This design comes from an exercise in tuning for a short achievable clock period and few clock cycles on the open sky130 flow, not from production work.
The RTL was checked by simulation tests, not by an equivalence proof against the original design.
Power is estimated from default activity; no workload was simulated.

Setup of job 8365:
// gfe
module gfe #(
    parameter RXMAX = 128
) (
    input  wire        clk,
    input  wire        rst,
    input  wire        cmd_valid,
    output wire        cmd_ready,
    input  wire [23:0] cmd_word,
    output wire        rsp_valid,
    input  wire        rsp_ready,
    output wire [3:0]  rsp_rc,
    output wire [15:0] rsp_val,
    output wire [2:0]  rsp_nout,
    output wire [39:0] rsp_out
);
export LEC_CHECK = 0
export ABC_CLOCK_PERIOD_IN_PS = 2500
export CAP_MARGIN = 20
export CORE_MARGIN = 2
export CORE_UTILIZATION = 40
export CTS_CLUSTER_DIAMETER = 140
export CTS_CLUSTER_SIZE = 24
export SLEW_MARGIN = 20
create_clock -name core_clock -period 8.0 [get_ports {clk}]
standard.sh (not shown) runs the stock make flow with config.mk's settings and CLKGATE_MAP_FILE= SYNTH_SCRIPT=/design/flow/synth_recipe.tcl, a recipe that flattens the netlist after the stock synthesis.
==> flow/flow/run.sh <==
#!/bin/bash
set -euo pipefail
bash standard.sh SETUP_SLACK_MARGIN=5.4 finish > standard_flow.log 2>&1
Testbench counts of job 8365, summed over its fixed seeds: cycles 35,470.
--- input diff job 8365..job 4428 ---
# job 8365
export LEC_CHECK = 0
export ABC_CLOCK_PERIOD_IN_PS = 2500
export CAP_MARGIN = 20
export CORE_MARGIN = 2
export CORE_UTILIZATION = 40
export CTS_CLUSTER_DIAMETER = 140
export CTS_CLUSTER_SIZE = 24
export SLEW_MARGIN = 20
create_clock -name core_clock -period 8.0 [get_ports {clk}]
# job 4428
export LEC_CHECK = 0
export ABC_CLOCK_PERIOD_IN_PS = 2500
export CAP_MARGIN = 20
export CORE_MARGIN = 2
export CORE_UTILIZATION = 50
export CTS_CLUSTER_DIAMETER = 140
export CTS_CLUSTER_SIZE = 24
export SLEW_MARGIN = 20
create_clock -name core_clock -period 8.0 [get_ports {clk}]
==> run notes <==
Of the two candidates, job 8365 has the better switching power and job 4428 the worse one. Job 4428 against job 8365: source-to-sink clock delay at the later pin of the worst-skew pair now sits lower, total power held steady, time the worst path needs with I/O delays and setup now smaller. Against job 8365, worst setup margin in job 4428 came out better. Diff job 8365 -> job 4428 | via count | up slightly. Lower post-detailed-placement half-perimeter wirelength among job 4428 and job 8365: job 8365.


## beta
gfe, a different RTL version from the one above (not shown whole).
Size in the first run: about 4200 cells after synthesis, about 1700 flip-flops, about 0.067 sq mm of cells after synthesis.
==> flow/config.mk <==
export PLATFORM = sky130hd
export DESIGN_NAME = gfe
export DESIGN_NICKNAME = gfe
export VERILOG_FILES = /design/flow/design.v
export SDC_FILE = /design/flow/constraint.sdc
export NUM_CORES = 4
export LEC_CHECK = 0
export ABC_CLOCK_PERIOD_IN_PS = 2500
export CAP_MARGIN = 20
export CORE_MARGIN = 2
export CORE_UTILIZATION = 40
export CTS_CLUSTER_DIAMETER = 140
export CTS_CLUSTER_SIZE = 24
export SLEW_MARGIN = 20
==> flow/constraint.sdc <==
create_clock -name core_clock -period 8.0 [get_ports {clk}]
set_input_delay 1.6000 -clock core_clock [delete_from_list [all_inputs] [get_ports {clk}]]
set_output_delay 1.6000 -clock core_clock [all_outputs]
set_load 0.01 [all_outputs]
==> flow/flow/run.sh <==
#!/bin/bash
set -euo pipefail
bash standard.sh SETUP_SLACK_MARGIN=5.3 finish > standard_flow.log 2>&1
Testbench counts of beta, summed over its fixed seeds: cycles 35,470.
What gamma does differently from beta at the input level:
Settings: clearing CTS_CLUSTER_SIZE, which used to be 24; clearing CTS_CLUSTER_DIAMETER, which used to be 140.
Comparing gamma with beta, the sequential cell area came out essentially unchanged.
Between beta and gamma, area growth from synthesis to layout is higher for gamma, beta comes in under that.
In the reports for beta and gamma, the larger diode insertion count for antenna repair belongs to beta.
Against beta, gamma comes in 1.6% higher on wire length.
In the tables for beta and gamma, utilization reads lower with beta.
Comparing beta and gamma, the higher total global routing track utilization is on gamma.
Diff beta -> gamma | ratio of final minimum period to clock period | increase of 0.59 points
The worst hold slack reported for gamma is smaller than that of beta by 36 ps.
Summary of gamma over beta: smallest setup slack after layout saw a decrease, met2 usage +0.24 points, clock share of power rose 13 points.


gfe with an RTL version that a note above also has.
Size in the first run: about 93 I/O pins, roughly 67000 sq um of cells after synthesis.
Settings: LEC_CHECK=0, ABC_CLOCK_PERIOD_IN_PS=2500, CAP_MARGIN=20, CORE_MARGIN=2, CORE_UTILIZATION=40, CTS_CLUSTER_DIAMETER=140, CTS_CLUSTER_SIZE=24, PLACE_DENSITY=0.7, SLEW_MARGIN=20; clock period 8.0 ns.
==> flow/flow/run.sh <==
#!/bin/bash
set -euo pipefail
bash standard.sh SETUP_SLACK_MARGIN=5.5 place > standard_place.log 2>&1
RES=orfs/results/sky130hd/gfe/base openroad -no_init -exit flow/pull_outputs.tcl > pull_outputs.log 2>&1
bash standard.sh SETUP_SLACK_MARGIN=5.5 finish > standard_flow.log 2>&1
==> flow/flow/pull_outputs.tcl <==
# Move each register that drives an output port's buffer alone next to that
# buffer, then legalize. The netlist is not changed.
read_db $::env(RES)/3_place.odb
set block [ord::get_db_block]
set moved 0
foreach bterm [$block getBTerms] {
  if {[$bterm getIoType] != "OUTPUT"} { continue }
  set net [$bterm getNet]
  if {$net == "NULL"} { continue }
  set buf ""
  foreach it [$net getITerms] { if {[$it isOutputSignal]} { set buf [$it getInst] } }
  if {$buf == ""} { continue }
  set innet ""
  foreach it [$buf getITerms] { if {[$it isInputSignal]} { set innet [$it getNet] } }
  if {$innet == "" || $innet == "NULL"} { continue }
  if {[llength [$innet getITerms]] != 2} { continue }
  set ff ""
  foreach it [$innet getITerms] { if {[$it isOutputSignal]} { set ff [$it getInst] } }
  if {$ff == ""} { continue }
  if {![string match "*dfxtp*" [[$ff getMaster] getName]]} { continue }
  set loc [$buf getLocation]
  $ff setLocation [lindex $loc 0] [lindex $loc 1]
  incr moved
}
puts "moved $moved registers"
detailed_placement
check_placement
write_db $::env(RES)/3_place.odb
Testbench counts at the start, summed over its fixed seeds: cycles 35,470.
Edit:
==> flow/flow/run.sh (replaced) <==
#!/bin/bash
set -euo pipefail
bash standard.sh SETUP_SLACK_MARGIN=5.4 place > standard_place.log 2>&1
RES=orfs/results/sky130hd/gfe/base openroad -no_init -exit flow/pull_outputs.tcl > pull_outputs.log 2>&1
bash standard.sh SETUP_SLACK_MARGIN=5.4 finish > standard_flow.log 2>&1
PLACE_DENSITY = not set   (was 0.7)
Total power went down by 1.1%.
Die area is unchanged.
Sequential share of layout area climbs by 0.43 points.
Flip-flop and latch count stays the same.
Edit:
PLACE_DENSITY = 0.8   (was not set)
The changed run completed without violations. Global-route usage falls by 1.1 points. Setup slack gets worse by 0.040 ns. Sequential power hardly moves. Core utilization rises by 0.20 points. Synthesized cell count does not change. Die area does not change. Hold slack gets better by 0.0038 ns. Fmax falls by 1.4%.
Edit:
==> flow/flow/run.sh (replaced) <==
#!/bin/bash
set -euo pipefail
bash standard.sh SETUP_SLACK_MARGIN=5.4 finish > standard_flow.log 2>&1
removed: flow/flow/pull_outputs.tcl
Effect:
- The new run passed the timing, DRC and antenna checks
- total power is lower by 1.1%
- global-route usage fell by 0.34 points
- hold slack loses 0.0052 ns
- core utilization came out lower by 0.11 points
- cell area barely changes


## 04-02
gfe, a different RTL version from the one above (not shown whole).
For scale: about 3,900 cells after synthesis, ~1,700 flip-flops, ~0.065 sq mm of cells after synthesis.
// gfe
module gfe #(
    parameter RXMAX = 128
) (
    input  wire        clk,
    input  wire        rst,
    input  wire        cmd_valid,
    output wire        cmd_ready,
    input  wire [23:0] cmd_word,
    output wire        rsp_valid,
    input  wire        rsp_ready,
    output wire [3:0]  rsp_rc,
    output wire [15:0] rsp_val,
    output wire [2:0]  rsp_nout,
    output wire [39:0] rsp_out
);
make LEC_CHECK=0 ABC_CLOCK_PERIOD_IN_PS=2500 CAP_MARGIN=20 CORE_MARGIN=2 CORE_UTILIZATION=40 SETUP_SLACK_MARGIN=5 SLEW_MARGIN=20 finish   # period 8.0 ns
run.sh (not shown) runs the stock make flow with config.mk's settings and CLKGATE_MAP_FILE= SYNTH_SCRIPT=/design/flow/synth_recipe.tcl, a recipe that flattens the netlist after the stock synthesis.
Stock flow here: none of the scripts above is used.
04-02: PASS, flow complete, no timing, DRC or antenna violations
Testbench counts of 04-02, summed over its fixed seeds: cycles 35,470.
Here is what was changed in the inputs of 02-23 compared with 04-02.
Settings: SETUP_SLACK_MARGIN: 5 -> unset.
==> flow/flow/run.sh (new file) <==
#!/bin/bash
set -euo pipefail
bash standard.sh SETUP_SLACK_MARGIN=5.3 finish > standard_flow.log 2>&1
==> flow/standard.sh (new file) <==
#!/bin/bash
# synth_recipe.tcl (not shown) runs the flow's synth.tcl, then flattens the netlist and writes it again
# the make line also repeats each setting of config.mk as NAME=value (left out here)
make -C /OpenROAD-flow-scripts/flow DESIGN_CONFIG=/design/flow/config.mk WORK_HOME=/design/flow/orfs CLKGATE_MAP_FILE= SYNTH_SCRIPT=/design/flow/synth_recipe.tcl "${@:-finish}"
removed: flow/run.sh
Findings:
Across 04-02 and 02-23, the outcome is the same: a clean finish for every run. 04-02 and 02-23 ended up with roughly the same combined global-route utilization of all metal layers. Re netlist area before placement: no difference whatsoever between 04-02 and 02-23. Taking 04-02 as the reference point, the actual slew at the worst max-slew pin of 02-23 rises by 72 ps. Looking at overall power after layout across both flows, 02-23 is the weaker of the two, with 04-02 ahead. 04-02 was routed with more vias than 02-23. Max sequential share of layout area across 04-02 and 02-23: 04-02. Summary: with 04-02 as the reference, leakage power in 02-23 moved up slightly. Across both runs, violation count after the first detailed-routing iteration was higher for 02-23 than for 04-02. Synthesis-to-finish area growth was higher in 02-23 than in 04-02. After detailed routing, 04-02 needs more wire than 02-23.

-- re-timing with driven ports --
No port has a modelled driver above. Below, the same layouts with a new extraction and two added sets of constraints.
Step 1 assumes that a clkbuf_16 drives the clock port and a buf_2 every other input.
Step 2 also shifts input and output timing later by t, the mid clock arrival at the registers, as if the neighbouring blocks saw the same clock.
Three values: ideal ports, drivers, drivers and shift; two values: the first two.
run | shift t [ns] | setup WS [ns] | worst setup path after step 2
job 8365 | 0.797 | 5.153 / 5.078 / 4.704 | input to register
job 4428 | 0.797 | 5.163 / 5.091 / 4.591 | input to register
beta | 0.796 | 5.155 / 5.072 / 4.581 | input to register
gamma | 0.863 | 5.108 / 5.028 / 4.577 | input to register
the first run of note 3 | 0.815 | 5.192 / 5.119 / 4.673 | input to register
the second run of note 3 | 0.797 | 5.208 / 5.131 / 4.668 | input to register
the third run of note 3 | 0.817 | 5.168 / 5.098 / 4.571 | input to register
the fourth run of note 3 | 0.791 | 5.175 / 5.105 / 4.610 | input to register
04-02 | 0.865 | 5.058 / 4.977 / 4.554 | input to register
02-23 | 0.873 | 5.020 / 4.931 / 4.575 | input to register
After both steps every run listed still meets setup and hold. The setup slack of the third run of note 3, which loses most, moves by -0.070 ns with the drivers and by -0.597 ns with both steps.
